Context: an optimization exercise on an open-source flow, tuned for small area. The choices shown serve that exercise and are no tape-out recipe.
Only simulation tests tie the RTL to the original design; equivalence was not proved.
Power figures rest on the tool's default switching activity, not on a simulated workload.

$ cat flow/flow/run.sh
#!/bin/bash
# Standard ORFS layout with two placement/CTS arguments changed:
#  - port buffers use the smallest buffer cell
#  - CTS clusters up to 25 sinks within 100 um and adds no dummy loads
set -euo pipefail
export BUFFER_PORTS_ARGS="-buffer_cell sky130_fd_sc_hd__buf_1"
export CTS_ARGS="-sink_clustering_enable -repair_clock_nets -sink_clustering_size 14 -sink_clustering_max_diameter 50 -dont_use_dummy_load -buf_list \"sky130_fd_sc_hd__clkbuf_4 sky130_fd_sc_hd__clkbuf_8\""
bash standard.sh > standard_flow.log 2>&1
$ cat flow/standard.sh
#!/bin/bash
# synth_recipe.tcl (not shown) runs the flow's synth.tcl, then flattens the netlist and writes it again
# the make line also repeats each setting of config.mk as NAME=value (left out here)
make -C /OpenROAD-flow-scripts/flow DESIGN_CONFIG=/design/flow/config.mk WORK_HOME=/design/flow/orfs CLKGATE_MAP_FILE= SYNTH_SCRIPT=/design/flow/synth_recipe.tcl "${@:-finish}"
$ cat flow/config.mk
export PLATFORM = sky130hd
export DESIGN_NAME = async_fifo_dual
export DESIGN_NICKNAME = async_fifo_dual
export VERILOG_FILES = /design/flow/design.v
export SDC_FILE = /design/flow/constraint.sdc
export NUM_CORES = 4
export LEC_CHECK = 0
export CAP_MARGIN = 20
export CORE_MARGIN = 2
export CORE_UTILIZATION = 70
export SLEW_MARGIN = 20
export SYNTH_HIERARCHICAL = 1
$ cat flow/constraint.sdc
create_clock -name core_clock -period 13.0 [get_ports {clk}]
set_input_delay 2.6000 -clock core_clock [delete_from_list [all_inputs] [get_ports {clk}]]
set_output_delay 2.6000 -clock core_clock [all_outputs]
set_load 0.01 [all_outputs]
$ cat flow/design.v
module afd_aoi222 (
    input  wire a0, input wire b0,
    input  wire a1, input wire b1,
    input  wire a2, input wire b2,
    output wire y
);
    assign y = ~((a0 & b0) | (a1 & b1) | (a2 & b2));
endmodule
module afd_aoi22 (
    input  wire a0, input wire b0,
    input  wire a1, input wire b1,
    output wire y
);
    assign y = ~((a0 & b0) | (a1 & b1));
endmodule
module async_fifo_dual (
    input  wire        clk,
    input  wire        rst_n,           
    input  wire        a_valid,
    input  wire [11:0] a_cmd,
    output reg  [18:0] a_rsp,
    output reg         a_rsp_valid,
    output wire        a_err,
    input  wire        ser_ext,         
    input  wire        s_valid,
    input  wire [11:0] s_cmd,
    output reg  [18:0] s_rsp,
    output reg         s_rsp_valid,
    input  wire        p_txe,
    input  wire        p_rxne,
    input  wire [7:0]  p_rdata,
    output reg  [7:0]  p_wdata,
    output reg         p_wr,
    output reg         p_rd,
    output reg         p_clr_rxne,
    output wire        p_txeie,
    output wire        irq
);
    localparam AW_TX = 5;               
    localparam AW_RX = 4;               
    localparam [3:0] A_NOP      = 4'h0,
                     A_TX_ENQ   = 4'h1,
                     A_TX_COUNT = 4'h2,
                     A_TX_FULL  = 4'h3,
                     A_RX_DEQ   = 4'h4,
                     A_RX_COUNT = 4'h5,
                     A_ERR_READ = 4'h6,
                     A_ERR_CLR  = 4'h7;
    localparam [3:0] S_NOP      = 4'h0,
                     S_ISR      = 4'h1,
                     S_TX_DEQ   = 4'h2,
                     S_RX_ENQ   = 4'h3,
                     S_TX_COUNT = 4'h4,
                     S_TX_FULL  = 4'h5;
    reg              tx_enq, tx_deq, rx_enq, rx_deq;
    reg  [7:0]       rx_enq_data;
    reg  [7:0]    tx_mem [0:31];
    reg  [5:0]    tx_wptr;       
    reg  [5:0]    tx_fl_mark;    
    reg  [5:0]    tx_fl_next;    
    reg           tx_fl_pend;    
    reg  [4:1]    tx_ph;         
    reg           tx_rm1, tx_rm2;   
    reg  [5:0]    tx_rhead;      
    reg  [5:0]    tx_rpub;       
    reg  [5:0]    tx_wview;      
    reg           tx_drain;      
    reg           tx_wm1, tx_wm2;   
    wire [5:0]    tx_wcount = tx_wptr - tx_rpub + tx_rm1 + tx_rm2;
    wire          tx_wfull  = tx_wcount[5];
    wire [5:0]    tx_rcount = tx_wview - tx_rhead;
    wire          tx_rfull  = tx_rcount[5];
    wire          tx_enq_ok = tx_enq & ~tx_wfull;
    wire          tx_deq_ok = tx_deq & (tx_rcount != 6'd0);
    wire          tx_busy    = |tx_ph;
    wire          tx_ovf     = tx_enq & tx_wfull;
    wire          tx_issue   = tx_ovf & ~tx_busy;
    wire          tx_reissue = tx_ph[4] & (tx_fl_pend | tx_ovf);
    wire [5:0]    tx_n_wptr  = tx_wptr + tx_enq_ok;
    wire [5:0]    tx_n_mark  = (tx_issue | (tx_reissue & tx_ovf)) ? tx_wptr :
                             tx_reissue ? tx_fl_next : tx_fl_mark;
    wire          tx_n_busy  = tx_ph[1] | tx_ph[2] | tx_ph[3] | tx_issue | tx_reissue;
    wire [5:0]    tx_n_wview = tx_wview + tx_wm2;
    wire [5:0]    tx_wpub    = tx_n_wview + tx_wm1;
    wire          tx_wmove   = tx_n_busy ? (tx_wpub != tx_n_mark) :
                                        ((tx_wpub != tx_wptr) | tx_enq_ok);
    wire          tx_capture = tx_ph[2];
    wire          tx_jump    = tx_capture | (tx_drain & tx_wm2);
    wire [5:0]    tx_n_rhead = tx_jump ? tx_n_wview : tx_rhead + tx_deq_ok;
    wire          tx_rmove   = (tx_rpub != tx_n_rhead);
    wire          tx_view_evt = tx_wm2 | tx_capture;
    always @(posedge clk) begin
        if (!rst_n) begin
            tx_wptr    <= 6'd0;
            tx_fl_pend <= 1'b0;
            tx_ph      <= 4'd0;
            tx_rm1     <= 1'b0;
            tx_rm2     <= 1'b0;
            tx_rhead   <= 6'd0;
            tx_rpub    <= 6'd0;
            tx_wview   <= 6'd0;
            tx_drain   <= 1'b0;
            tx_wm1     <= 1'b0;
            tx_wm2     <= 1'b0;
        end else begin
            tx_wptr    <= tx_n_wptr;
            tx_fl_pend <= (tx_fl_pend | (tx_ovf & tx_busy)) & ~tx_ph[4];
            tx_ph      <= {tx_ph[3:1], tx_issue | tx_reissue};
            tx_rm1     <= tx_rmove;
            tx_rm2     <= tx_rm1;
            tx_rhead   <= tx_n_rhead;
            tx_rpub    <= tx_rpub + tx_rmove;
            tx_wview   <= tx_n_wview;
            if (tx_jump)
                tx_drain <= (tx_n_wview != tx_fl_mark);
            tx_wm1     <= tx_wmove;
            tx_wm2     <= tx_wm1;
        end
    end
    always @(posedge clk) begin
        tx_fl_mark <= tx_n_mark;
        if (tx_ovf & tx_busy)
            tx_fl_next <= tx_wptr;
    end
    always @(posedge clk) begin
        if (rst_n && tx_enq_ok)
            tx_mem[tx_wptr[4:0]] <= a_cmd[7:0];
    end
    wire [31:0]   tx_sel = 32'd1 << tx_rhead[4:0];
    wire [7:0]    tx_rdata;
    genvar tx_b, tx_k;
    generate
        for (tx_b = 0; tx_b < 8; tx_b = tx_b + 1) begin : g_tx_rd
            wire [10:0] y;
            for (tx_k = 0; tx_k < 10; tx_k = tx_k + 1) begin : g_grp
                afd_aoi222 u_aoi (
                    .a0(tx_sel[3*tx_k]),   .b0(tx_mem[3*tx_k][tx_b]),
                    .a1(tx_sel[3*tx_k+1]), .b1(tx_mem[3*tx_k+1][tx_b]),
                    .a2(tx_sel[3*tx_k+2]), .b2(tx_mem[3*tx_k+2][tx_b]),
                    .y (y[tx_k]));
            end
            afd_aoi22 u_aoi (
                .a0(tx_sel[30]), .b0(tx_mem[30][tx_b]),
                .a1(tx_sel[31]), .b1(tx_mem[31][tx_b]),
                .y (y[10]));
            assign tx_rdata[tx_b] = ~&y;
        end
    endgenerate
    reg  [7:0]    rx_mem [0:15];
    reg  [4:0]    rx_wptr;       
    reg  [4:0]    rx_fl_mark;    
    reg  [4:0]    rx_fl_next;    
    reg           rx_fl_pend;    
    reg  [4:1]    rx_ph;         
    reg           rx_rm1, rx_rm2;   
    reg  [4:0]    rx_rhead;      
    reg  [4:0]    rx_rpub;       
    reg  [4:0]    rx_wview;      
    reg           rx_drain;      
    reg           rx_wm1, rx_wm2;   
    wire [4:0]    rx_wcount = rx_wptr - rx_rpub + rx_rm1 + rx_rm2;
    wire          rx_wfull  = rx_wcount[4];
    wire [4:0]    rx_rcount = rx_wview - rx_rhead;
    wire          rx_rfull  = rx_rcount[4];
    wire          rx_enq_ok = rx_enq & ~rx_wfull;
    wire          rx_deq_ok = rx_deq & (rx_rcount != 5'd0);
    wire          rx_busy    = |rx_ph;
    wire          rx_ovf     = rx_enq & rx_wfull;
    wire          rx_issue   = rx_ovf & ~rx_busy;
    wire          rx_reissue = rx_ph[4] & (rx_fl_pend | rx_ovf);
    wire [4:0]    rx_n_wptr  = rx_wptr + rx_enq_ok;
    wire [4:0]    rx_n_mark  = (rx_issue | (rx_reissue & rx_ovf)) ? rx_wptr :
                             rx_reissue ? rx_fl_next : rx_fl_mark;
    wire          rx_n_busy  = rx_ph[1] | rx_ph[2] | rx_ph[3] | rx_issue | rx_reissue;
    wire [4:0]    rx_n_wview = rx_wview + rx_wm2;
    wire [4:0]    rx_wpub    = rx_n_wview + rx_wm1;
    wire          rx_wmove   = rx_n_busy ? (rx_wpub != rx_n_mark) :
                                        ((rx_wpub != rx_wptr) | rx_enq_ok);
    wire          rx_capture = rx_ph[2];
    wire          rx_jump    = rx_capture | (rx_drain & rx_wm2);
    wire [4:0]    rx_n_rhead = rx_jump ? rx_n_wview : rx_rhead + rx_deq_ok;
    wire          rx_rmove   = (rx_rpub != rx_n_rhead);
    wire          rx_view_evt = rx_wm2 | rx_capture;
    always @(posedge clk) begin
        if (!rst_n) begin
            rx_wptr    <= 5'd0;
            rx_fl_pend <= 1'b0;
            rx_ph      <= 4'd0;
            rx_rm1     <= 1'b0;
            rx_rm2     <= 1'b0;
            rx_rhead   <= 5'd0;
            rx_rpub    <= 5'd0;
            rx_wview   <= 5'd0;
            rx_drain   <= 1'b0;
            rx_wm1     <= 1'b0;
            rx_wm2     <= 1'b0;
        end else begin
            rx_wptr    <= rx_n_wptr;
            rx_fl_pend <= (rx_fl_pend | (rx_ovf & rx_busy)) & ~rx_ph[4];
            rx_ph      <= {rx_ph[3:1], rx_issue | rx_reissue};
            rx_rm1     <= rx_rmove;
            rx_rm2     <= rx_rm1;
            rx_rhead   <= rx_n_rhead;
            rx_rpub    <= rx_rpub + rx_rmove;
            rx_wview   <= rx_n_wview;
            if (rx_jump)
                rx_drain <= (rx_n_wview != rx_fl_mark);
            rx_wm1     <= rx_wmove;
            rx_wm2     <= rx_wm1;
        end
    end
    always @(posedge clk) begin
        rx_fl_mark <= rx_n_mark;
        if (rx_ovf & rx_busy)
            rx_fl_next <= rx_wptr;
    end
    always @(posedge clk) begin
        if (rst_n && rx_enq_ok)
            rx_mem[rx_wptr[3:0]] <= rx_enq_data;
    end
    wire [15:0]   rx_sel = 16'd1 << rx_rhead[3:0];
    wire [7:0]    rx_rdata;
    genvar rx_b, rx_k;
    generate
        for (rx_b = 0; rx_b < 8; rx_b = rx_b + 1) begin : g_rx_rd
            wire [5:0] y;
            for (rx_k = 0; rx_k < 5; rx_k = rx_k + 1) begin : g_grp
                afd_aoi222 u_aoi (
                    .a0(rx_sel[3*rx_k]),   .b0(rx_mem[3*rx_k][rx_b]),
                    .a1(rx_sel[3*rx_k+1]), .b1(rx_mem[3*rx_k+1][rx_b]),
                    .a2(rx_sel[3*rx_k+2]), .b2(rx_mem[3*rx_k+2][rx_b]),
                    .y (y[rx_k]));
            end
            assign y[5] = ~(rx_sel[15] & rx_mem[15][rx_b]);
            assign rx_rdata[rx_b] = ~&y;
        end
    endgenerate
    reg err_tx;                         
    reg err_rx;                         
    reg err_rx_s1, err_rx_q;            
    reg ec_pend;                        
    reg [4:1] ec_ph;
    reg armed;                          
    assign a_err   = err_tx | err_rx_q;
    assign p_txeie = armed;
    assign irq     = (p_txe & armed) | p_rxne;
    wire [3:0] a_op = a_cmd[11:8];
    wire       a_go = rst_n & a_valid;
    reg [15:0] a_val;
    reg        a_f0, a_ill;
    reg        n_err_tx, ec_clr;
    always @(*) begin
        tx_enq     = 1'b0;
        rx_deq     = 1'b0;
        a_val      = 16'd0;
        a_f0       = 1'b0;
        a_ill      = 1'b0;
        n_err_tx   = err_tx;
        ec_clr     = 1'b0;
        if (a_go) begin
            case (a_op)
                A_NOP: ;
                A_TX_ENQ: begin
                    tx_enq = 1'b1;
                    if (tx_wfull)
                        n_err_tx = 1'b1;    
                    else
                        a_f0 = 1'b1;
                end
                A_TX_COUNT: a_val = {{(15-AW_TX){1'b0}}, tx_wcount};
                A_TX_FULL:  a_f0  = tx_wfull;
                A_RX_DEQ: begin
                    rx_deq = 1'b1;
                    if (rx_rcount != 0) begin
                        a_val = {8'd0, rx_rdata};
                        a_f0  = 1'b1;
                    end
                end
                A_RX_COUNT: a_val = {{(15-AW_RX){1'b0}}, rx_rcount};
                A_ERR_READ: begin
                    a_val = {14'd0, err_rx_q, err_tx};
                    a_f0  = err_tx | err_rx_q;
                end
                A_ERR_CLR: begin
                    n_err_tx = 1'b0;
                    ec_clr   = 1'b1;
                end
                default: a_ill = 1'b1;
            endcase
        end
    end
    wire ec_busy  = |ec_ph;
    wire ec_issue = (ec_clr & ~ec_busy) | (ec_ph[4] & (ec_pend | ec_clr));
    always @(posedge clk) begin
        if (!rst_n) begin
            a_rsp       <= 19'd0;
            a_rsp_valid <= 1'b0;
            err_tx      <= 1'b0;
            err_rx_s1   <= 1'b0;
            err_rx_q    <= 1'b0;
            ec_pend     <= 1'b0;
            ec_ph       <= 4'd0;
        end else begin
            a_rsp_valid <= a_valid;
            if (a_valid)
                a_rsp <= {a_ill, 1'b0, a_f0, a_val};
            err_tx      <= n_err_tx;
            err_rx_s1   <= err_rx;
            err_rx_q    <= err_rx_s1;       
            ec_pend     <= (ec_pend | (ec_clr & ec_busy)) & ~ec_ph[4];
            ec_ph       <= {ec_ph[3:1], ec_issue};
        end
    end
    wire [3:0] s_op = ser_ext ? s_cmd[11:8] : S_ISR;
    wire       s_go = rst_n & (ser_ext ? s_valid : irq);
    wire       txp  = p_txe & armed;
    wire       rxp  = p_rxne;
    reg [15:0] s_val;
    reg        s_f0, s_f1, s_ill;
    reg        n_err_rx, n_armed;
    always @(*) begin
        tx_deq      = 1'b0;
        rx_enq      = 1'b0;
        rx_enq_data = s_cmd[7:0];
        p_wdata     = 8'd0;
        p_wr        = 1'b0;
        p_rd        = 1'b0;
        p_clr_rxne  = 1'b0;
        s_val       = 16'd0;
        s_f0        = 1'b0;
        s_f1        = 1'b0;
        s_ill       = 1'b0;
        n_err_rx    = err_rx;
        n_armed     = armed;
        if (ec_ph[2])
            n_err_rx = 1'b0;
        if (s_go) begin
            case (s_op)
                S_NOP: ;
                S_ISR: begin
                    if (txp) begin
                        tx_deq = 1'b1;
                        if (tx_rcount == 0) begin
                            n_armed = 1'b0;
                        end else begin
                            p_wdata    = tx_rdata;
                            p_wr       = 1'b1;
                            s_val[7:0] = tx_rdata;
                            s_f0       = 1'b1;
                        end
                    end
                    if (rxp) begin
                        p_rd        = 1'b1;
                        p_clr_rxne  = 1'b1;
                        rx_enq      = 1'b1;
                        rx_enq_data = p_rdata;
                        s_val[15:8] = p_rdata;
                        s_f1        = 1'b1;
                        if (rx_wfull)
                            n_err_rx = 1'b1;
                    end
                end
                S_TX_DEQ: begin
                    tx_deq = 1'b1;
                    if (tx_rcount == 0) begin
                        n_armed = 1'b0;
                    end else begin
                        s_val = {8'd0, tx_rdata};
                        s_f0  = 1'b1;
                    end
                end
                S_RX_ENQ: begin
                    rx_enq = 1'b1;
                    if (rx_wfull)
                        n_err_rx = 1'b1;
                    else
                        s_f0 = 1'b1;
                end
                S_TX_COUNT: s_val = {{(15-AW_TX){1'b0}}, tx_rcount};
                S_TX_FULL:  s_f0  = tx_rfull;
                default:    s_ill = 1'b1;
            endcase
        end
        if (tx_view_evt)
            n_armed = 1'b1;
    end
    always @(posedge clk) begin
        if (!rst_n) begin
            s_rsp       <= 19'd0;
            s_rsp_valid <= 1'b0;
            err_rx      <= 1'b0;
            armed       <= 1'b0;
        end else begin
            s_rsp_valid <= s_go;
            if (s_go)
                s_rsp <= {s_ill, s_f1, s_f0, s_val};
            err_rx      <= n_err_rx;
            armed       <= n_armed;
        end
    end
endmodule
==> summary.txt, run 1 <==
Yosys
  – Top FF cell, synth: edfxtp_1
  – Mapped cell area: 20800 um2
  – Yosys cell types: 76
  – Yosys Warn Count: 7
  – Largest cells by area after synthesis: edfxtp_1, dfxtp_1, a222oi_1, nor2_1, ha_1
  – #FFs+latches synth: 511
  – Seq/Total Area, Yosys: 0.683
  – Post-synth top area cell: edfxtp_1
  – Synth async-reset ratio: 0
  – Cells after Synth: 1500
  – Post-synth EDFFs: 395
  – Yosys top cell area share: 0.571
  – Mean Syn Cell Area: 13.8 um2

STA
  – Share of the clock period used by the worst path: 0.620
  – Fin. Hold Viols: 0
  – Worst Tran Pin Value: 1160 ps
  – Clock skew: 64.4 ps
  – Max-slew violation count: 0
  – Final Setup Violations: 0
  – Slew HR: 0.223
  – Fmax: 124 MHz
  – Setup TNS: 0 ps
  – RSZ-0062 raised after global routing: false
  – Final period demand of the worst path: 8060 ps

Power and ir drop
  – Combinational Power Share: 0.087
  – Peak supply drop: 98.4 uV
  – NetSw: 0.636 mW
  – Leak: 7.42 nW
  – Pwr Total: 2.82 mW
  – Clk pwr share: 0.272
  – Net Sw Frac: 0.225
  – Sequential power share: 0.641
  – Cell internal pwr: 2.19 mW
  – Pwr/cell area: 128 nW/um2

Outcome
  – Status: no timing/DRC/antenna violations

Setup path
  – Critical path data arrival time: 5460 ps
  – Worst path required time: 10400 ps
  – Worst-path cell chain: clkbuf_2 > buf_4 > nand3_2 > nor2_1 > nand4_1 > a41oi_1 > buf_1
  – Worst r2r src: tx_rhead[1]
  – Critical path's largest stage delay: 700 ps
  – R2R setup slack: 7800 ps
  – R2r worst-path depth: 22
  – Buf/Inv on CP: 3
  – Slowest-stage cell, CP: nand4_1
  – Cell family with most CP delay: simple AND/OR/NAND/NOR gates
  – CP Max Fanout: 46
  – Worst setup SP type: input port
  – Capturing element type of the critical path: output port
  – Setup Crit Path Kind: input port to output port
  – RR Endpoint: tx_rpub[4]

Layout
  – P&R area growth vs syn: 6.55%
  – Commonest cells after routing, fill and taps aside: edfxtp_1, nor2_1, a222oi_1
  – Total Nets Final: 1699
  – Diodes inserted: 0
  – Share of cells above drive strength 1: 0.0541
  – Final-layout fill cell count: 1889
  – Commonest non-fill, non-tap cell in the layout: edfxtp_1

Global route
  – First-pass GRT wire length: 73.9 mm
  – Pin count of the biggest net entering global routing: 61
  – Total grt overflow: 0
  – Initial antenna violation count: 0
  – Vias in the first global route: 12742
  – Total track usage: 0.320

Hold path
  – Hold Path Sink: tx_rm2
  – Hold Path Depth: 2
  – Hold Crit Class: register to register
  – Min-Delay Startpoint: tx_rm1

Clock network
  – Worst-skew pair later-pin latency: 590 ps
  – CTS Buf Count: 44
  – Post-cts resize count: 0
  – H-tree depth: 2
  – Post-CTS setup buffers: 0
  – Clock Sinks: 511
  – Clk buf depth: 3
  – Reg clk slew, reported paths: 70 ps
  – Clock root buffer: clkbuf_8
  – CTS tree: yes
  – # hold bufs at CTS: 0

Drt
  – Residual DRC: 0
  – Iter 0 DRT Violations: 1774
  – Via/cell ratio: 6.73
  – Post-route ant nets: 0
  – Wirelength per Cell: 24.7 um
  – Detailed Route WL: 49.3 mm
  – Drt first pass iters: 8
  – Via count: 13431

Floorplan
  – Starting density of the core: 0.706
  – Rows: 63
  – IO Count: 93
  – Area of the die: 31100 um2
  – Core Area: 29400 um2
  – Die width: 176 um
  – Die H: 176 um

Placement
  – Port bufs: 83
  – HPWL after DPL: 34.6 mm
  – GP Congestion: 0.897

Job
  – Max Cap Violations: 0
metal layers:
layer / up-vias / GRT usage / part of all wire
met1: 6555 / 0.437 / 0.38
met2: 752 / 0.529 / 0.49
met4: 0 / 0.106 / 0.034
met5: - / 0 / 0
li1: 6020 / - / -
met3: 104 / 0.0562 / 0.099
how the worst max path moves through the flow:
| stage | startpoint | to | slack [ps] | cells after the start |
|---|---|---|---|---|
| after floorplan | ser_ext | p_rd | 6420 | 7 |
| after global placement | rst_n | p_wdata[0] | 5090 | 7 |
| after detailed placement | rst_n | p_wdata[0] | 5010 | 7 |
| after CTS | rst_n | p_wdata[0] | 5000 | 7 |
| after global routing | rst_n | p_wdata[0] | 4790 | 7 |
| final | rst_n | p_wdata[0] | 4940 | 7 |
final cells by class:
cell class                 count  area [um2]  area share
sequential                   511       14200       0.641
multi-input combinational    907        6260       0.283
inverter                      49         186     0.00842
clock buffer                  44         606      0.0274
timing repair buffer          96         410      0.0185
tap                          390         488      0.0221
per-stage QoR:
step	worst slack, ps	hold slack (ps)	utilization	instance area (um2)	cells
floorplan	6420	403	-	20800	1508
global placement	5090	423	0.731	21500	1953
detailed placement	5010	429	0.731	21500	1953
CTS	5000	443	0.752	22100	1997
global route	4790	463	0.753	22100	1997
finish	4940	444	0.753	22100	1997
state kept, by name (all words and copies together), names as in the netlist, 5 cells and up:
signal and flops:
tx_wptr 6, s_rsp 19, tx_fl_next 6, tx_fl_mark 6, a_rsp 10, rx_wview 5
tx_mem 256, rx_wptr 5, rx_rpub 5, rx_rhead 5, tx_rhead 6, tx_wview 6
rx_mem 128, rx_fl_mark 5, tx_rpub 6, rx_fl_next 5
modules after synthesis, one instance, submodules excluded:
module,flip-flops and latches,cells inside,area (um2),times used
afd_aoi22,0,1,12.5,8
afd_aoi222,0,1,10.0,120
async_fifo_dual,511,1372,19500,1
synth_stat cells, types with 3 or more instances:
library cell  instances
nand2_1              87
nand3b_1              7
nor2_1              169
nand2b_1             14
and2_1               37
nand3_1              40
a31oi_1              16
o21ai_1               4
mux2i_1              24
o21ai_0              21
a21oi_1              51
buf_4                10
fa_1                  4
dfxtp_1             116
and3_1                4
a22oi_1               6
nor2b_1               5
a222oi_1            120
buf_2                 3
inv_1                46
ha_1                 47
and4_1                7
a211oi_1              3
edfxtp_1            395
nand4_1              19
clkbuf_1             26
or2_2                 6
nor3_1               30
xnor2_1              49
nor4_1                5
or3_1                 9
a22oi_2               8
o21a_1                7
a41oi_1               3
xor2_1               37
o22ai_1               5
a21o_1                7
worst min-delay path, stage by stage (launching register included):
cell and delay [ps]:
dfxtp_1 300, inv_1 60, nor2_1 40
power groups by stage:
stage	sequential, mW	combinational [mW]	clock [mW]
after floorplan	1.84	0.167	0
after global placement	1.85	0.232	0
after detailed placement	1.85	0.241	0
after CTS	1.81	0.243	0.776
after global routing	1.81	0.270	0.830
final	1.81	0.246	0.767
cells by family (layout without fill, tap and decap cells):
logic type / count (synthesis) / after routing / share of synthesized area
fa+ha+maj: 51 / 51 / 0.0322
simple gates: 453 / 453 / 0.105
xor+xnor: 88 / 88 / 0.0384
buf+inv: 90 / 189 / 0.0183
flops: 511 / 511 / 0.683
compound gates: 280 / 280 / 0.111
mux: 26 / 26 / 0.0127
other cells: 1 / 9 / 0.000181
==> run 2, diff against run 1 <==
==> flow/flow/run.sh (replaced) <==
#!/bin/bash
# Standard ORFS layout with two placement/CTS arguments changed:
#  - port buffers use the smallest buffer cell
#  - CTS clusters up to 25 sinks within 100 um and adds no dummy loads
set -euo pipefail
export BUFFER_PORTS_ARGS="-buffer_cell sky130_fd_sc_hd__buf_1"
export CTS_ARGS="-sink_clustering_enable -repair_clock_nets -sink_clustering_size 25 -sink_clustering_max_diameter 100 -dont_use_dummy_load"
bash standard.sh > standard_flow.log 2>&1
==> run 2 against run 1 <==
  * Critical path type unchanged
  * Global-route usage hardly changed
  * Clock skew is 4.5 ps higher
  * Final area hardly changed
  * Cell count is 1.0% lower
  * Clock power is 2.7% higher
  * Count of clock-buffer cells in the layout is 20 lower
  * Still clean on timing, DRC and antenna
  * Critical path depth stayed put
  * Highest routed layer unchanged
  * Sequential share of layout area hardly changed
  * Flip-flop and latch count stayed put
  * Power is 0.77% higher
==> summary.txt, run 2 <==
Drt
  – Via/cell ratio: 6.75 (was 6.73)
  – Wirelength per Cell: 25.1 um (was 24.7 um)
  – Residual DRC: 0 (unchanged)
  – Post-route ant nets: 0 (unchanged)
  – Via count: 13345 (was 13431)
  – Drt first pass iters: 7 (was 8)
  – Iter 0 DRT Violations: 1965 (was 1774)
  – Detailed Route WL: 49.7 mm (was 49.3 mm)

Setup path
  – Worst-path cell chain: clkbuf_2 > buf_4 > nand3_2 > nor2_1 > nand4_1 > a41oi_1 > buf_1 (unchanged)
  – Worst path required time: 10400 ps (about the same)
  – Buf/Inv on CP: 3 (unchanged)
  – Capturing element type of the critical path: output port (unchanged)
  – Critical path data arrival time: 5440 ps (was 5460 ps)
  – Slowest-stage cell, CP: nand4_1 (unchanged)
  – Critical path's largest stage delay: 700 ps (about the same)
  – Cell family with most CP delay: simple AND/OR/NAND/NOR gates (unchanged)
  – Setup Crit Path Kind: input port to output port (unchanged)
  – R2R setup slack: 7870 ps (was 7800 ps)
  – Worst setup SP type: input port (unchanged)
  – CP Max Fanout: 46 (unchanged)

Floorplan
  – Die H: 176 um (unchanged)
  – Core Area: 29400 um2 (unchanged)
  – Die width: 176 um (unchanged)
  – Area of the die: 31100 um2 (unchanged)
  – Rows: 63 (unchanged)
  – Starting density of the core: 0.706 (unchanged)
  – IO Count: 93 (unchanged)

STA
  – Setup TNS: 0 ps (unchanged)
  – Fmax: 124 MHz (about the same)
  – RSZ-0062 raised after global routing: false (unchanged)
  – Share of the clock period used by the worst path: 0.619 (was 0.620)
  – Final Setup Violations: 0 (unchanged)
  – Slew HR: 0.244 (was 0.223)
  – Final WS setup: 4960 ps (was 4940 ps)
  – Final period demand of the worst path: 8040 ps (was 8060 ps)
  – Max-slew violation count: 0 (unchanged)
  – Clock skew: 68.9 ps (was 64.4 ps)
  – Fin. Hold Viols: 0 (unchanged)
  – Worst Tran Pin Value: 1130 ps (was 1160 ps)

Clock network
  – Post-CTS setup buffers: 0 (unchanged)
  – Worst-skew pair later-pin latency: 570 ps (was 590 ps)
  – H-tree depth: 1 (was 2)
  – Post-cts resize count: 0 (unchanged)
  – Clock root buffer: clkbuf_16 (was clkbuf_8)
  – Clock Sinks: 511 (unchanged)
  – Clk buf depth: 3 (unchanged)
  – CTS Buf Count: 24 (was 44)
  – CTS tree: yes (unchanged)
  – Reg clk slew, reported paths: 50 ps (was 70 ps)
  – # hold bufs at CTS: 0 (unchanged)

Layout
  – Max FFs per register: 256 (unchanged)
  – Commonest non-fill, non-tap cell in the layout: edfxtp_1 (unchanged)
  – Util after Layout: 0.753 (about the same)
  – Commonest cells after routing, fill and taps aside: edfxtp_1, nor2_1, a222oi_1 (unchanged)
  – Post-route cell area: 22100 um2 (about the same)
  – P&R area growth vs syn: 6.53% (was 6.55%)
  – Share of cells above drive strength 1: 0.0422 (was 0.0541)
  – Diodes inserted: 0 (unchanged)
  – Total Nets Final: 1679 (was 1699)

Placement
  – Port bufs: 83 (unchanged)
  – GP Congestion: 0.897 (unchanged)
  – Dpl ws: 5010 ps (unchanged)
  – Placed Area: 21500 um2 (unchanged)
  – HPWL after DPL: 34.6 mm (unchanged)

Yosys
  – Cells after Synth: 1500 (unchanged)
  – Mapped cell area: 20800 um2 (unchanged)
  – Seq/Total Area, Yosys: 0.683 (unchanged)
  – Yosys top cell area share: 0.571 (unchanged)
  – Leading cell types by count after synthesis: edfxtp_1, nor2_1, a222oi_1, dfxtp_1, nand2_1 (unchanged)
  – Largest cells by area after synthesis: edfxtp_1, dfxtp_1, a222oi_1, nor2_1, ha_1 (unchanged)
  – Post-synth top area cell: edfxtp_1 (unchanged)
  – Yosys Warn Count: 7 (unchanged)
  – Top FF cell, synth: edfxtp_1 (unchanged)
  – Synth async-reset ratio: 0 (unchanged)
  – #FFs+latches synth: 511 (unchanged)
  – Mean Syn Cell Area: 13.8 um2 (unchanged)
  – Post-synth EDFFs: 395 (unchanged)
  – Yosys cell types: 76 (unchanged)
  – Count leader, synth: edfxtp_1 (unchanged)

Power and ir drop
  – Pwr/cell area: 129 nW/um2 (was 128 nW/um2)
  – NetSw: 0.630 mW (was 0.636 mW)
  – Net Sw Frac: 0.222 (was 0.225)
  – Peak supply drop: 144 uV (was 98.4 uV)
  – Leak: 7.40 nW (was 7.42 nW)
  – Combinational Power Share: 0.086 (was 0.087)
  – Clk pwr share: 0.277 (was 0.272)
  – Sequential power share: 0.637 (was 0.641)
  – Cell internal pwr: 2.21 mW (was 2.19 mW)

Hold path
  – Hold Crit Class: register to register (unchanged)

Outcome
  – Status: no timing/DRC/antenna violations (unchanged)

Global route
  – First-pass GRT wire length: 74.3 mm (was 73.9 mm)
  – Initial antenna violation count: 0 (unchanged)
  – Pin count of the biggest net entering global routing: 61 (unchanged)
  – Vias in the first global route: 12706 (was 12742)
  – Total grt overflow: 0 (unchanged)
  – Total track usage: 0.320 (about the same)

Job
  – Max Cap Violations: 0 (unchanged)
-- run 2: cell counts after synthesis --
No cell type changed its count.
-- run 2: metrics by stage --
| step | total power [mW] | instances | hold WS (ps) |
|---|---|---|---|
| floorplan | 2.01 | 1508 | 403 |
| global placement | 2.08 | 1953 | 423 |
| detailed placement | 2.09 | 1953 | 429 |
| CTS | 2.84 | 1977 | 444 |
| global route | 2.93 | 1977 | 466 |
| finish | 2.84 | 1977 | 437 |
-- run 2: cell type report --
cell class              count  area [um2]
clock buffers              24         601
fillers                  1898        7280
inverters                  49         186
multi-input cells         907        6260
flip-flops and latches    511       14200
well taps                 390         488
repair buffers             96         410
-- run 2: Yosys stat by module (local to each module, per instance) --
| module | area [um2] | times used |
|---|---|---|
| afd_aoi22 | 12.5 | 8 |
| afd_aoi222 | 10.0 | 120 |
| async_fifo_dual | 19500 | 1 |
-- run 2: path summary, 6_finish.rpt --
kind / from / end / cells after the start
worst max-delay path: rst_n / p_wdata[0] / 7
worst min-delay path: err_rx_s1 / err_rx_q / 1
worst min register to register: err_rx_s1 / err_rx_q / 1
worst max register to register: tx_rhead[0] / tx_rpub[4] / 23
-- run 2: kinds of logic after synthesis --
logic type | after synthesis | share of synthesized area
adder cells (fa/ha/maj) | 51 | 0.0322
buffers and inverters | 90 | 0.0183
flip-flops | 511 | 0.683
AO/OA/AOI/OAI | 280 | 0.111
AND/OR/NAND/NOR | 453 | 0.105
multiplexers | 26 | 0.0127
XOR/XNOR | 88 | 0.0384
other | 1 | 0.000181
-- run 2: power by group through the flow --
| stage | clock, mW | combinational, mW | sequential [mW] |
|---|---|---|---|
| after global placement | 0 | 0.232 | 1.85 |
| after global routing | 0.843 | 0.270 | 1.81 |
| after CTS | 0.791 | 0.243 | 1.81 |
| after detailed placement | 0 | 0.241 | 1.85 |
| after floorplan | 0 | 0.167 | 1.84 |
| final | 0.788 | 0.245 | 1.81 |
-- run 2: layer usage --
layer | wire length (um) | GRT usage | vias to the layer above | share of wire
met5 | 0 | 0 | - | 0
met4 | 1790 | 0.109 | 0 | 0.036
met3 | 4780 | 0.0540 | 98 | 0.096
met2 | 24400 | 0.533 | 768 | 0.49
met1 | 18700 | 0.434 | 6494 | 0.38
li1 | - | - | 5985 | -
==> run 3, diff against run 2 <==
==> flow/flow/run.sh (replaced) <==
#!/bin/bash
# Standard ORFS layout (the standard.sh) with two arguments changed:
#  - port buffers use the smallest buffer cell (every port still gets one)
#  - CTS uses clkbuf_4 clusters of up to 10 sinks within 40 um, no dummy loads
# The make output goes to standard_flow.log; each ORFS step keeps its own log
# under orfs/logs.
set -euo pipefail
export BUFFER_PORTS_ARGS="-buffer_cell sky130_fd_sc_hd__buf_1"
export CTS_ARGS="-sink_clustering_enable -repair_clock_nets -sink_clustering_size 10 -sink_clustering_max_diameter 40 -dont_use_dummy_load -buf_list sky130_fd_sc_hd__clkbuf_4"
bash standard.sh > standard_flow.log 2>&1
==> run 3 against run 2 <==
  * Setup slack got worse by 3.7 ps
  * Clock power decreased by 14%
  * First-iteration DRC count decreased by 2.4%
  * Flip-flop and latch count unchanged
  * Critical path depth unchanged
  * Global-route usage increased by 0.30 points
  * Register-to-register slack got worse by 30 ps
  * Sequential share of layout area increased by 0.43 points
  * Clock skew increased by 48 ps
  * Largest cell class unchanged
  * Largest power group unchanged
==> summary.txt, run 3 <==
Outcome
  – Status: no timing/DRC/antenna violations (unchanged)

Clock network
  – Reg clk slew, reported paths: 100 ps (was 50 ps)
  – Clock root buffer: clkbuf_4 (was clkbuf_16)
  – H-tree depth: 2 (was 1)
  – Clock Sinks: 511 (unchanged)
  – Clk buf depth: 3 (unchanged)
  – Post-cts resize count: 0 (unchanged)
  – Worst-skew pair later-pin latency: 780 ps (was 570 ps)
  – CTS tree: yes (unchanged)
  – CTS Buf Count: 60 (was 24)
  – Post-CTS setup buffers: 0 (unchanged)
  – # hold bufs at CTS: 0 (unchanged)

Global route
  – Total track usage: 0.323 (was 0.320)
  – Total grt overflow: 0 (unchanged)
  – Initial antenna violation count: 1 (was 0)
  – Vias in the first global route: 12908 (was 12706)
  – Pin count of the biggest net entering global routing: 61 (unchanged)
  – First-pass GRT wire length: 74.8 mm (was 74.3 mm)

STA
  – Fmax: 124 MHz (about the same)
  – Max-slew violation count: 0 (unchanged)
  – RSZ-0062 raised after global routing: false (unchanged)
  – Clock skew: 117 ps (was 68.9 ps)
  – Setup TNS: 0 ps (unchanged)
  – Final period demand of the worst path: 8050 ps (was 8040 ps)
  – Final Setup Violations: 0 (unchanged)
  – Final hold slack: 431 ps (was 437 ps)
  – Slew HR: 0.253 (was 0.244)
  – Fin. Hold Viols: 0 (unchanged)
  – Worst Tran Pin Value: 1110 ps (was 1130 ps)
  – Share of the clock period used by the worst path: 0.619 (about the same)

Power and ir drop
  – Peak supply drop: 111 uV (was 144 uV)
  – Leak: 7.38 nW (was 7.40 nW)
  – Pwr/cell area: 124 nW/um2 (was 129 nW/um2)
  – Pwr Total: 2.73 mW (was 2.84 mW)

Yosys
  – Yosys cell types: 76 (unchanged)
  – Count leader, synth: edfxtp_1 (unchanged)
  – Synth async-reset ratio: 0 (unchanged)
  – Cells after Synth: 1500 (unchanged)
  – Yosys top cell area share: 0.571 (unchanged)
  – Post-synth top area cell: edfxtp_1 (unchanged)
  – Mapped cell area: 20800 um2 (unchanged)
  – Seq/Total Area, Yosys: 0.683 (unchanged)
  – Yosys Warn Count: 7 (unchanged)
  – Post-synth EDFFs: 395 (unchanged)
  – Mean Syn Cell Area: 13.8 um2 (unchanged)
  – Leading cell types by count after synthesis: edfxtp_1, nor2_1, a222oi_1, dfxtp_1, nand2_1 (unchanged)
  – #FFs+latches synth: 511 (unchanged)
  – Largest cells by area after synthesis: edfxtp_1, dfxtp_1, a222oi_1, nor2_1, ha_1 (unchanged)
  – Top FF cell, synth: edfxtp_1 (unchanged)

Layout
  – Max FFs per register: 256 (unchanged)
  – Commonest non-fill, non-tap cell in the layout: edfxtp_1 (unchanged)
  – P&R area growth vs syn: 5.82% (was 6.53%)
  – Post-route cell area: 22000 um2 (was 22100 um2)
  – Total Nets Final: 1715 (was 1679)
  – Commonest cells after routing, fill and taps aside: edfxtp_1, nor2_1, a222oi_1 (unchanged)
  – Util after Layout: 0.747 (was 0.753)
  – Share of cells above drive strength 1: 0.0635 (was 0.0422)

Setup path
  – Slowest-stage cell, CP: nand4_1 (unchanged)
  – Crit path from: rst_n (unchanged)
  – Critical path's largest stage delay: 700 ps (about the same)
  – RR Endpoint: tx_rpub[4] (unchanged)
  – Capturing element type of the critical path: output port (unchanged)
  – Buf/Inv on CP: 3 (unchanged)
  – Worst path required time: 10400 ps (about the same)
  – CP Max Fanout: 46 (unchanged)
  – Critical path data arrival time: 5450 ps (was 5440 ps)
  – Setup Crit Path Kind: input port to output port (unchanged)
  – Worst r2r src: tx_rhead[1] (was tx_rhead[0])
  – Cell family with most CP delay: simple AND/OR/NAND/NOR gates (unchanged)
  – R2r worst-path depth: 22 (was 23)
  – Worst-path cell chain: clkbuf_2 > buf_4 > nand3_2 > nor2_1 > nand4_1 > a41oi_1 > buf_1 (unchanged)
  – R2R setup slack: 7840 ps (was 7870 ps)
  – Worst setup SP type: input port (unchanged)

Floorplan
  – Core Area: 29400 um2 (unchanged)
  – Area of the die: 31100 um2 (unchanged)
  – Die H: 176 um (unchanged)
  – Starting density of the core: 0.706 (unchanged)
  – IO Count: 93 (unchanged)
  – Die width: 176 um (unchanged)
  – Rows: 63 (unchanged)

Hold path
  – Hold Crit Class: register to register (unchanged)
  – Hold Path Depth: 2 (was 1)
  – Hold Path Sink: err_rx_s1 (was err_rx_q)
  – Min-Delay Startpoint: err_rx (was err_rx_s1)

Drt
  – Iter 0 DRT Violations: 1918 (was 1965)
  – Wirelength per Cell: 24.8 um (was 25.1 um)
  – Via count: 13558 (was 13345)
  – Detailed Route WL: 49.9 mm (was 49.7 mm)
  – Residual DRC: 0 (unchanged)
  – Drt first pass iters: 8 (was 7)
  – Post-route ant nets: 0 (unchanged)
  – Via/cell ratio: 6.73 (was 6.75)

Placement
  – GP Congestion: 0.897 (unchanged)
  – Port bufs: 83 (unchanged)
  – Placed Area: 21500 um2 (unchanged)
  – HPWL after DPL: 34.6 mm (unchanged)

Job
  – Max Cap Violations: 0 (unchanged)
==> run 3: changes by cell type in the layout (fill, tap and decap cells not counted) <==
cell,previous run,this run
clkbuf_16,24,0
clkbuf_4,0,60
diode_2,0,1
==> run 3: kinds of logic (layout without fill, tap and decap cells) <==
logic type / after synthesis / in the layout / share of synthesized area
flops: 511 / 511 / 0.683
simple gates: 453 / 453 / 0.105
compound gates: 280 / 280 / 0.111
buf+inv: 90 / 205 / 0.0183
xor+xnor: 88 / 88 / 0.0384
fa+ha+maj: 51 / 51 / 0.0322
mux: 26 / 26 / 0.0127
other cells: 1 / 10 / 0.000181
==> run 3: worst max-delay path by stage <==
stage / to / slack, ps / depth (start not counted)
after floorplan: p_rd / 6420 / 7
after global placement: p_wdata[0] / 5090 / 7
after detailed placement: p_wdata[0] / 5010 / 7
after CTS: p_wdata[0] / 5000 / 7
after global routing: p_wdata[0] / 4780 / 7
final: p_wdata[0] / 4950 / 7
==> run 3: layer usage <==
layer | global-route usage | vias to the layer above | share of wire | routed length, um
li1 | - | 6084 | - | -
met1 | 0.440 | 6566 | 0.38 | 19000
met2 | 0.532 | 788 | 0.48 | 24200
met3 | 0.0603 | 120 | 0.098 | 4890
met4 | 0.108 | 0 | 0.036 | 1810
met5 | 0 | - | 0 | 0
==> run 3: power breakdown <==
group | internal, mW | switching, mW
Combinational | 0.0972 | 0.148
Clock | 0.211 | 0.468
Sequential | 1.79 | 0.0242
Total | 2.09 | 0.641
==> run 3: worst min-delay path, stage by stage, from the launching register on <==
cell,delay [ps]
dfxtp_1,310
nand2_1,70
inv_1,50
==> run 3: cell type report <==
| class | count | area, um2 |
|---|---|---|
| Timing Repair Buffer | 96 | 410 |
| Antenna cell | 1 | 2.50 |
| Clock buffer | 60 | 450 |
| Inverter | 49 | 186 |
| Sequential cell | 511 | 14200 |
| Fill cell | 1939 | 7420 |
| Multi-Input combinational cell | 907 | 6260 |
| Tap cell | 390 | 488 |
==> run 3: per-module statistics from Yosys (local to each module, per instance) <==
| module | cells | copies in the design |
|---|---|---|
| afd_aoi222 | 1 | 120 |
| afd_aoi22 | 1 | 8 |
| async_fifo_dual | 1372 | 1 |
==> run 3: per-stage QoR <==
| step | instances | setup WS (ps) |
|---|---|---|
| 4_1_cts | 2013 | 5000 |
| 3_3_place_gp | 1953 | 5090 |
| 2_1_floorplan | 1508 | 6420 |
| 3_5_place_dp | 1953 | 5010 |
| 5_1_grt | 2014 | 4780 |
| 6_report | 2014 | 4950 |
==> run 4, diff against run 3 <==
==> flow/flow/run.sh (replaced) <==
#!/bin/bash
# Layout: the standard flow (standard.sh) with these changes:
#  - synthesis: ORFS's synthesis script unchanged except for the ABC mapping
#    script (flow/abc_relaxed.script: ORFS's speed script with the delay
#    relaxed for area in &nf and without the final buffering and resizing,
#    the clock period leaves ample slack); registers are untouched by ABC, so
#    they are the standard synthesis's, and synth_recipe.tcl's wrapper
#    (-nofsm -noshare, flatten, rename) is kept as is;
#  - port buffers use the smallest buffer cell (every port still gets one);
#  - CTS uses clkbuf_4 clusters of up to 10 sinks within 40 um, no dummy loads.
# Make's output goes to standard_flow.log; each ORFS step keeps its own log
# under orfs/logs.
set -euo pipefail
W=$(pwd)
F=$(cd "$(dirname "$0")" && pwd)

cp "$FLOW_HOME/scripts/synth.tcl" own_synth.tcl
cp "$FLOW_HOME/scripts/synth_preamble.tcl" own_synth_preamble.tcl
sed -i "s#source \$::env(SCRIPTS_DIR)/synth_preamble.tcl#source $W/own_synth_preamble.tcl#" own_synth.tcl
sed -i "s#set abc_script \$::env(SCRIPTS_DIR)/abc_speed.script#set abc_script $F/abc_relaxed.script#" own_synth_preamble.tcl
sed "s#source \$::env(SCRIPTS_DIR)/synth.tcl#source $W/own_synth.tcl#" synth_recipe.tcl > own_synth_recipe.tcl
sed "s#SYNTH_SCRIPT=[^ ]*synth_recipe.tcl#SYNTH_SCRIPT=$W/own_synth_recipe.tcl#" standard.sh > own_standard.sh
grep -q "own_synth_preamble.tcl" own_synth.tcl
grep -q "abc_relaxed.script" own_synth_preamble.tcl
grep -q "own_synth.tcl" own_synth_recipe.tcl
grep -q "own_synth_recipe.tcl" own_standard.sh

export BUFFER_PORTS_ARGS="-buffer_cell sky130_fd_sc_hd__buf_1"
export CTS_ARGS="-sink_clustering_enable -repair_clock_nets -sink_clustering_size 10 -sink_clustering_max_diameter 40 -dont_use_dummy_load -buf_list sky130_fd_sc_hd__clkbuf_4"
bash own_standard.sh > standard_flow.log 2>&1
==> flow/flow/abc_relaxed.script (new file) <==
&get -n
&st
&dch
&nf -R 1000 -p
&st
&syn2
&if -g -K 6
&synch2
&nf -R 1000 -p
&st
&syn2
&if -g -K 6
&synch2
&nf -R 1000 -p
&st
&syn2
&if -g -K 6
&synch2
&nf -R 1000 -p
&st
&syn2
&if -g -K 6
&synch2
&nf -R 1000 -p
&st
&syn2
&if -g -K 6
&synch2
&nf -R 1000 -p
&put
topo
==> run 4 against run 3 <==
  * Largest cell class unchanged
  * Sequential share of layout area increased by 0.52 points
  * First-iteration DRC count rose by 10%
  * Die area fell by 1.5%
  * Final area shrank 0.80%
  * Clock power barely moved
  * Utilization rose by 1.2 points
  * Area after synthesis is 1.5% lower
  * Count of clock-buffer cells in the layout unchanged
  * Cell count down 1.6%
==> summary.txt, run 4 <==
Outcome
  – Status: no timing/DRC/antenna violations (unchanged)

Drt
  – DR WL met3: 5.10 mm (was 4.89 mm)
  – Post-route ant nets: 0 (unchanged)
  – Detailed Route WL: 47.5 mm (was 49.9 mm)
  – Top sig layer: met5 (was met4)
  – Routed length on met1: 19.6 mm (was 19.0 mm)
  – Via/cell ratio: 6.65 (was 6.73)
  – Wirelength per Cell: 24.0 um (was 24.8 um)
  – Iter 0 DRT Violations: 2117 (was 1918)
  – Residual DRC: 0 (unchanged)
  – Drt first pass iters: 6 (was 8)
  – Via count: 13178 (was 13558)
  – Met2 WL: 21.6 mm (was 24.2 mm)

Layout
  – P&R area growth vs syn: 6.61% (was 5.82%)
  – Multi-input logic area: 6090 um2 (was 6260 um2)
  – Final-layout fill cell count: 1818 (was 1939)
  – Commonest cells after routing, fill and taps aside: edfxtp_1, nor2_1, a222oi_1 (unchanged)
  – Share of cells above drive strength 1: 0.0513 (was 0.0635)
  – Total Nets Final: 1689 (was 1715)
  – Number of non-filler instances in the completed layout: 1982 (was 2014)
  – Commonest non-fill, non-tap cell in the layout: edfxtp_1 (unchanged)
  – Max FFs per register: 256 (unchanged)
  – Seq. cell area: 14200 um2 (unchanged)
  – Util after Layout: 0.760 (was 0.747)

Global route
  – Total grt overflow: 0 (unchanged)
  – Vias in the first global route: 12502 (was 12908)
  – First-pass GRT wire length: 72.4 mm (was 74.8 mm)
  – Pin count of the biggest net entering global routing: 101 (was 61)
  – Initial antenna violation count: 2 (was 1)
  – Total track usage: 0.312 (was 0.323)

Setup path
  – Slowest-stage cell, CP: nand2_1 (was nand4_1)
  – Buf/Inv on CP: 4 (was 3)
  – RR Endpoint: tx_rpub[4] (unchanged)
  – Worst-path cell chain: buf_1 > nand2_1 > nand2b_1 > or2_0 > nand3_1 > buf_4 > nor2_1 > nand2_1 > clkinv_1 > buf_1 (was clkbuf_2 > buf_4 > nand3_2 > nor2_1 > nand4_1 > a41oi_1 > buf_1)
  – Cell count along the critical path: 10 (was 7)
  – Setup Crit Path Kind: input port to output port (unchanged)
  – Crit path from: p_txe (was rst_n)
  – Critical path's largest stage delay: 390 ps (was 700 ps)
  – CP Max Fanout: 29 (was 46)
  – Worst path required time: 10400 ps (about the same)
  – Worst setup SP type: input port (unchanged)
  – R2r worst-path depth: 22 (unchanged)
  – Worst r2r src: tx_rhead[1] (unchanged)
  – Setup crit end: p_rd (was p_wdata[0])
  – R2R setup slack: 7960 ps (was 7840 ps)
  – Critical path data arrival time: 4640 ps (was 5450 ps)
  – Capturing element type of the critical path: output port (unchanged)
  – Cell family with most CP delay: simple AND/OR/NAND/NOR gates (unchanged)

Power and ir drop
  – Peak supply drop: 108 uV (was 111 uV)
  – Leak: 7.20 nW (was 7.38 nW)
  – Pwr/cell area: 125 nW/um2 (was 124 nW/um2)
  – Pwr Total: 2.72 mW (was 2.73 mW)

Yosys
  – Mean Syn Cell Area: 14.2 um2 (was 13.8 um2)
  – Yosys cell types: 51 (was 76)
  – Post-synth EDFFs: 395 (unchanged)
  – Leading cell types by count after synthesis: edfxtp_1, nor2_1, a222oi_1, dfxtp_1, nand2_1 (unchanged)
  – Seq/Total Area, Yosys: 0.694 (was 0.683)
  – Mapped cell area: 20400 um2 (was 20800 um2)
  – Top FF cell, synth: edfxtp_1 (unchanged)
  – Largest cells by area after synthesis: edfxtp_1, dfxtp_1, a222oi_1, ha_1, xnor2_1 (was edfxtp_1, dfxtp_1, a222oi_1, nor2_1, ha_1)
  – Post-synth top area cell: edfxtp_1 (unchanged)
  – Synth async-reset ratio: 0 (unchanged)
  – Count leader, synth: edfxtp_1 (unchanged)
  – Yosys Warn Count: 7 (unchanged)
  – Cells after Synth: 1438 (was 1500)
  – #FFs+latches synth: 511 (unchanged)
  – Yosys top cell area share: 0.580 (was 0.571)

Clock network
  – Clk buf depth: 3 (unchanged)
  – Clock Sinks: 511 (unchanged)
  – Reg clk slew, reported paths: 90 ps (was 100 ps)
  – Post-cts resize count: 0 (unchanged)
  – Worst-skew pair later-pin latency: 760 ps (was 780 ps)
  – H-tree depth: 2 (unchanged)
  – Clock root buffer: clkbuf_4 (unchanged)
  – # hold bufs at CTS: 0 (unchanged)
  – CTS Buf Count: 60 (unchanged)
  – CTS tree: yes (unchanged)
  – Post-CTS setup buffers: 0 (unchanged)

Job
  – Max Cap Violations: 0 (unchanged)

Placement
  – Placed insts: 1921 (was 1953)
  – GP Congestion: 0.885 (was 0.897)
  – HPWL after DPL: 33.1 mm (was 34.6 mm)
  – Port bufs: 83 (unchanged)

STA
  – Final hold slack: 473 ps (was 431 ps)
  – Clock skew: 65.2 ps (was 117 ps)
  – Worst Tran Pin Value: 1180 ps (was 1110 ps)
  – Max-slew violation count: 0 (unchanged)
  – Final period demand of the worst path: 7240 ps (was 8050 ps)
  – Setup TNS: 0 ps (unchanged)
  – Fmax: 138 MHz (was 124 MHz)
  – RSZ-0062 raised after global routing: false (unchanged)
  – Share of the clock period used by the worst path: 0.557 (was 0.619)
  – Fin. Hold Viols: 0 (unchanged)
  – Final Setup Violations: 0 (unchanged)
  – Slew HR: 0.205 (was 0.253)

Floorplan
  – IO Count: 93 (unchanged)
  – Core Area: 28700 um2 (was 29400 um2)
  – Die H: 175 um (was 176 um)
  – Starting density of the core: 0.712 (was 0.706)
  – Area of the die: 30600 um2 (was 31100 um2)
  – Die width: 175 um (was 176 um)
  – Rows: 62 (was 63)

Hold path
  – Hold Crit Class: register to register (unchanged)
## run 4: cell types whose count changed in the layout (fill, tap and decap cells not counted), moves of 6 or more
cell and delta:
a21boi_0 +14, a21oi_1 -9, a221oi_1 +6, a22oi_2 -8
a31oi_1 -9, and2_0 +54, and2_1 -37, clkinv_1 +39
inv_1 -46, nor2_1 -46, nor2b_1 +27, nor3_1 +10
or2_2 -6
## run 4: modules after synthesis, one instance, submodules excluded
module           flops+latches  copies in the design
afd_aoi222                   0                   120
async_fifo_dual            511                     1
afd_aoi22                    0                     8
## run 4: layout make-up
cell class                 instances  share of cell area
sequential                       511               0.651
tap                              384              0.0220
clock buffer                      60              0.0207
timing repair buffer             101              0.0205
antenna                            1            0.000115
inverter                          40             0.00689
multi-input combinational        885               0.279
## run 4: report_power, final
| group | switching, mW | leakage, nW | internal (mW) |
|---|---|---|---|
| Sequential | 0.0245 | 4.51 | 1.79 |
| Combinational | 0.140 | 2.41 | 0.0929 |
| Clock | 0.468 | 0.276 | 0.211 |
## run 4: worst min path at each step
stage	startpoint	endpoint	slack [ps]	cells after the start
floorplan	err_rx_s1	err_rx_q	410	1
global placement	tx_ph[3]	tx_ph[4]	440	1
detailed placement	ec_ph[1]	ec_ph[2]	460	1
CTS	tx_ph[1]	tx_ph[2]	470	1
global route	rx_wm1	rx_wm2	490	1
finish	ec_ph[1]	ec_ph[2]	470	1
## run 4: per-layer routing
| metal | vias up | GRT usage |
|---|---|---|
| met3 | 84 | 0.0583 |
| met5 | - | 0 |
| met1 | 6375 | 0.467 |
| li1 | 5968 | - |
| met4 | 2 | 0.0872 |
| met2 | 749 | 0.478 |
## run 4: cells by family after synthesis
group,after synthesis,share of synthesized area
DFF,511,0.694
adders and majority gates,51,0.0327
AOI/OAI and AO/OA,265,0.105
muxes,21,0.0103
other,1,0.000183
buffers and inverters,50,0.0110
and+or+nand+nor,447,0.108
xor gates and xnor gates,92,0.0394
## run 4: through the flow
stage	setup slack [ps]	area, um2
6_report	5760	21800
5_1_grt	5620	21800
4_1_cts	5790	21800
3_5_place_dp	5800	21300
3_3_place_gp	5890	21300
2_1_floorplan	5980	20500
==> run 5, diff against run 4 <==
--- a/flow/flow/run.sh
+++ b/flow/flow/run.sh
@@ -3,5 +3,6 @@
 #  - synthesis: ORFS's synthesis script unchanged except for the ABC mapping
-#    script (flow/abc_relaxed.script: ORFS's speed script with the delay
-#    relaxed for area in &nf and without the final buffering and resizing,
-#    the clock period leaves ample slack); registers are untouched by ABC, so
+#    script (flow/abc_relaxed.script: AIG clean-up, choices, then one &nf
+#    mapping with the delay relaxed for area and no final buffering or
+#    resizing; the clock period leaves ample slack); registers are untouched
+#    by ABC, so
 #    they are the standard synthesis's, and synth_recipe.tcl's wrapper
==> flow/flow/abc_relaxed.script (replaced) <==
strash
ifraig
dc2
strash
&get -n
&dch -f
&nf -R 1000 -p
&put
topo
==> run 5 against run 4 <==
  * Area after synthesis shrank 1.3%
  * Largest power group unchanged
  * Fmax shrank 2.1%
  * Via count increased by 1.0%
  * Clock skew is 41 ps higher
  * Final area decreased by 0.64%
  * Sequential power is essentially flat
  * Flip-flop and latch count did not move
  * Sequential share of layout area grew 0.42 points
  * Register-to-register slack got worse by 1100 ps
  * Power shrank 2.2%
  * Still clean
  * Highest routed layer is now met4
  * Utilization decreased by 0.078 points
  * Clock power barely moved
==> summary.txt, run 5 <==
Layout
  – Total Nets Final: 1665 (was 1689)
  – Util after Layout: 0.759 (was 0.760)
  – Share of cells above drive strength 1: 0.0636 (was 0.0513)
  – Commonest cells after routing, fill and taps aside: edfxtp_1, nor2_1, a222oi_1 (unchanged)
  – Commonest non-fill, non-tap cell in the layout: edfxtp_1 (unchanged)
  – Number of non-filler instances in the completed layout: 1959 (was 1982)
  – Max FFs per register: 256 (unchanged)
  – Final-layout fill cell count: 1882 (was 1818)
  – P&R area growth vs syn: 7.28% (was 6.61%)
  – Post-route cell area: 21700 um2 (was 21800 um2)

STA
  – Final WS setup: 5600 ps (was 5760 ps)
  – Slew HR: 0.236 (was 0.205)
  – Clock skew: 107 ps (was 65.2 ps)
  – RSZ-0062 raised after global routing: false (unchanged)
  – Worst Tran Pin Value: 1140 ps (was 1180 ps)
  – Final Setup Violations: 0 (unchanged)
  – Max-slew violation count: 0 (unchanged)
  – Setup TNS: 0 ps (unchanged)
  – Final period demand of the worst path: 7400 ps (was 7240 ps)
  – Fin. Hold Viols: 0 (unchanged)
  – Share of the clock period used by the worst path: 0.569 (was 0.557)
  – Fmax: 135 MHz (was 138 MHz)

Yosys
  – Post-synth EDFFs: 395 (unchanged)
  – Post-synth top area cell: edfxtp_1 (unchanged)
  – Synth async-reset ratio: 0 (unchanged)
  – Leading cell types by count after synthesis: edfxtp_1, nor2_1, a222oi_1, dfxtp_1, a21oi_1 (was edfxtp_1, nor2_1, a222oi_1, dfxtp_1, nand2_1)
  – #FFs+latches synth: 511 (unchanged)
  – Yosys cell types: 48 (was 51)
  – Mean Syn Cell Area: 14.4 um2 (was 14.2 um2)
  – Yosys Warn Count: 7 (unchanged)
  – Cells after Synth: 1404 (was 1438)
  – Top FF cell, synth: edfxtp_1 (unchanged)
  – Seq/Total Area, Yosys: 0.702 (was 0.694)
  – Yosys top cell area share: 0.587 (was 0.580)
  – Largest cells by area after synthesis: edfxtp_1, dfxtp_1, a222oi_1, ha_1, nor2_1 (was edfxtp_1, dfxtp_1, a222oi_1, ha_1, xnor2_1)
  – Mapped cell area: 20200 um2 (was 20400 um2)
  – Count leader, synth: edfxtp_1 (unchanged)

Global route
  – Initial antenna violation count: 2 (unchanged)
  – Total grt overflow: 0 (unchanged)
  – Vias in the first global route: 12516 (was 12502)
  – Total track usage: 0.313 (was 0.312)
  – First-pass GRT wire length: 72.1 mm (was 72.4 mm)
  – Pin count of the biggest net entering global routing: 58 (was 101)

Placement
  – Dpl ws: 5900 ps (was 5800 ps)
  – Placed Area: 21200 um2 (was 21300 um2)
  – Port bufs: 83 (unchanged)
  – GP Congestion: 0.950 (was 0.885)
  – HPWL after DPL: 32.5 mm (was 33.1 mm)
  – Placed insts: 1896 (was 1921)

Power and ir drop
  – Clk pwr share: 0.255 (was 0.249)
  – Peak supply drop: 109 uV (was 108 uV)
  – Pwr/cell area: 123 nW/um2 (was 125 nW/um2)
  – Sequential power share: 0.675 (was 0.665)
  – Leak: 7.15 nW (was 7.20 nW)
  – Cell internal pwr: 2.06 mW (was 2.09 mW)
  – NetSw: 0.603 mW (was 0.632 mW)
  – Combinational Power Share: 0.071 (was 0.085)
  – Net Sw Frac: 0.226 (was 0.232)

Drt
  – Wirelength per Cell: 24.1 um (was 24.0 um)
  – Detailed Route WL: 47.2 mm (was 47.5 mm)
  – Residual DRC: 0 (unchanged)
  – Iter 0 DRT Violations: 1956 (was 2117)
  – Via count: 13311 (was 13178)
  – Via/cell ratio: 6.79 (was 6.65)
  – Post-route ant nets: 0 (unchanged)
  – Drt first pass iters: 7 (was 6)

Clock network
  – # hold bufs at CTS: 0 (unchanged)
  – Worst-skew pair later-pin latency: 760 ps (about the same)
  – Post-CTS setup buffers: 0 (unchanged)
  – CTS tree: yes (unchanged)
  – Clk buf depth: 3 (unchanged)
  – H-tree depth: 2 (unchanged)
  – Clock Sinks: 511 (unchanged)
  – Post-cts resize count: 0 (unchanged)
  – Clock root buffer: clkbuf_4 (unchanged)
  – Reg clk slew, reported paths: 110 ps (was 90 ps)
  – CTS Buf Count: 60 (unchanged)

Floorplan
  – Core Area: 28500 um2 (was 28700 um2)
  – Die width: 174 um (was 175 um)
  – Die H: 174 um (was 175 um)
  – Starting density of the core: 0.707 (was 0.712)
  – IO Count: 93 (unchanged)
  – Area of the die: 30200 um2 (was 30600 um2)
  – Rows: 62 (unchanged)

Job
  – Max Cap Violations: 0 (unchanged)

Setup path
  – Worst setup SP type: register (was input port)
  – Worst path required time: 10400 ps (about the same)
  – Capturing element type of the critical path: output port (unchanged)
  – CP Max Fanout: 22 (was 29)
  – Setup Crit Path Kind: register to output port (was input port to output port)
  – Critical path data arrival time: 4800 ps (was 4640 ps)

Hold path
  – Hold Crit Class: register to register (unchanged)

Outcome
  – Status: no timing/DRC/antenna violations (unchanged)
run 5: changes by cell type after synthesis, sizes merged, moves of 8 or more:
cell	before	now
a21oi	42	53
xor2	39	31
a22oi	9	18
xnor2	53	38
a21boi	17	1
mux2	0	9
nand2	85	50
o21ai	26	46
and3	7	23
nor4	4	22
mux2i	21	7
nor2b	32	8
and2	54	36
run 5: kinds of logic after synthesis:
kind of cell | after synthesis | synth area share
DFF | 511 | 0.702
other | 1 | 0.000186
muxes | 16 | 0.00849
xor gates and xnor gates | 69 | 0.0299
buffers and inverters | 54 | 0.0119
and+or+nand+nor | 407 | 0.101
AOI/OAI and AO/OA | 295 | 0.113
adders and majority gates | 51 | 0.0331
run 5: per-module statistics from Yosys, one instance, submodules excluded:
module	cells inside	area, um2	times used	flops+latches
afd_aoi22	1	7.51	8	0
afd_aoi222	1	10.0	120	0
async_fifo_dual	1276	18900	1	511
run 5: area by class of cell:
type	count	area, um2	share of cell area
Multi-Input combinational cell	847	5860	0.270
Inverter	44	165	0.00762
Sequential cell	511	14200	0.655
Clock buffer	60	450	0.0208
Timing Repair Buffer	111	520	0.0240
Tap cell	384	480	0.0222
Antenna cell	2	5.00	0.000231
run 5: critical path, stage by stage, from the launching register on:
cell and delay, ps:
dfxtp_1 900, clkinv_1 610, ha_1 510, a21o_1 170, a21oi_1 170, xnor2_1 190
nor4_1 750, or3_1 470, nor2_1 120, buf_1 150
run 5: routing by layer:
layer  track usage  routed length, um
met3        0.0456               4410
met4         0.116               1720
met2         0.527              23400
met5             0                  0
met1         0.422              17700
run 5: path summary, 6_finish.rpt:
path | startpoint | to | slack (ps) | cells after the start
min | tx_rm1 | tx_rm2 | 430 | 2
min reg2reg | tx_rm1 | tx_rm2 | 430 | 2
max | tx_rhead[3] | p_wdata[3] | 5600 | 9
max reg2reg | tx_rhead[3] | tx_rpub[4] | 6880 | 20
run 5: power groups by stage:
stage | logic, mW | registers, mW | clock network [mW]
2_1_floorplan | 0.121 | 1.83 | 0
3_3_place_gp | 0.180 | 1.83 | 0
3_5_place_dp | 0.187 | 1.83 | 0
4_1_cts | 0.187 | 1.80 | 0.687
5_1_grt | 0.209 | 1.80 | 0.750
6_report | 0.188 | 1.80 | 0.678
run 5: per-stage QoR:
stage                     hold slack [ps]  power [mW]
after global routing                  454        2.76
final                                 427        2.66
after floorplan                       402        1.95
after global placement                418        2.01
after CTS                             433        2.67
after detailed placement              417        2.02

==> port drivers added, routing unchanged <==
No port has a modelled driver above. Below, the same layouts with a new extraction and two added sets of constraints. Step 1 sets driving cells, clkbuf_16 on the clock port and buf_2 on the other inputs (assumed; they add their load-dependent delay and slew). Step 2 moves the port delays by t, midway between the first and last clock arrival at a register: inputs arrive t later, outputs are due t later. That takes back most of the time a late clock gives input paths. a / b / c = ideal / step 1 / step 2; a / b = the first two.
run	shift t [ns]	setup slack, ns	pins driven straight from the clock port
run 1	0.602	4.942 / 4.921 / 4.921	1
run 2	0.586	4.955 / 4.934 / 4.934	1
run 3	0.769	4.952 / 4.930 / 4.930	1
run 4	0.776	5.756 / 5.735 / 5.735	1
run 5	0.752	5.604 / 5.556 / 5.834	1
After both steps setup and hold are still met in every run listed. The setup slack of run 3, which loses most, moves by -0.022 ns with the drivers and by -0.022 ns with both steps.
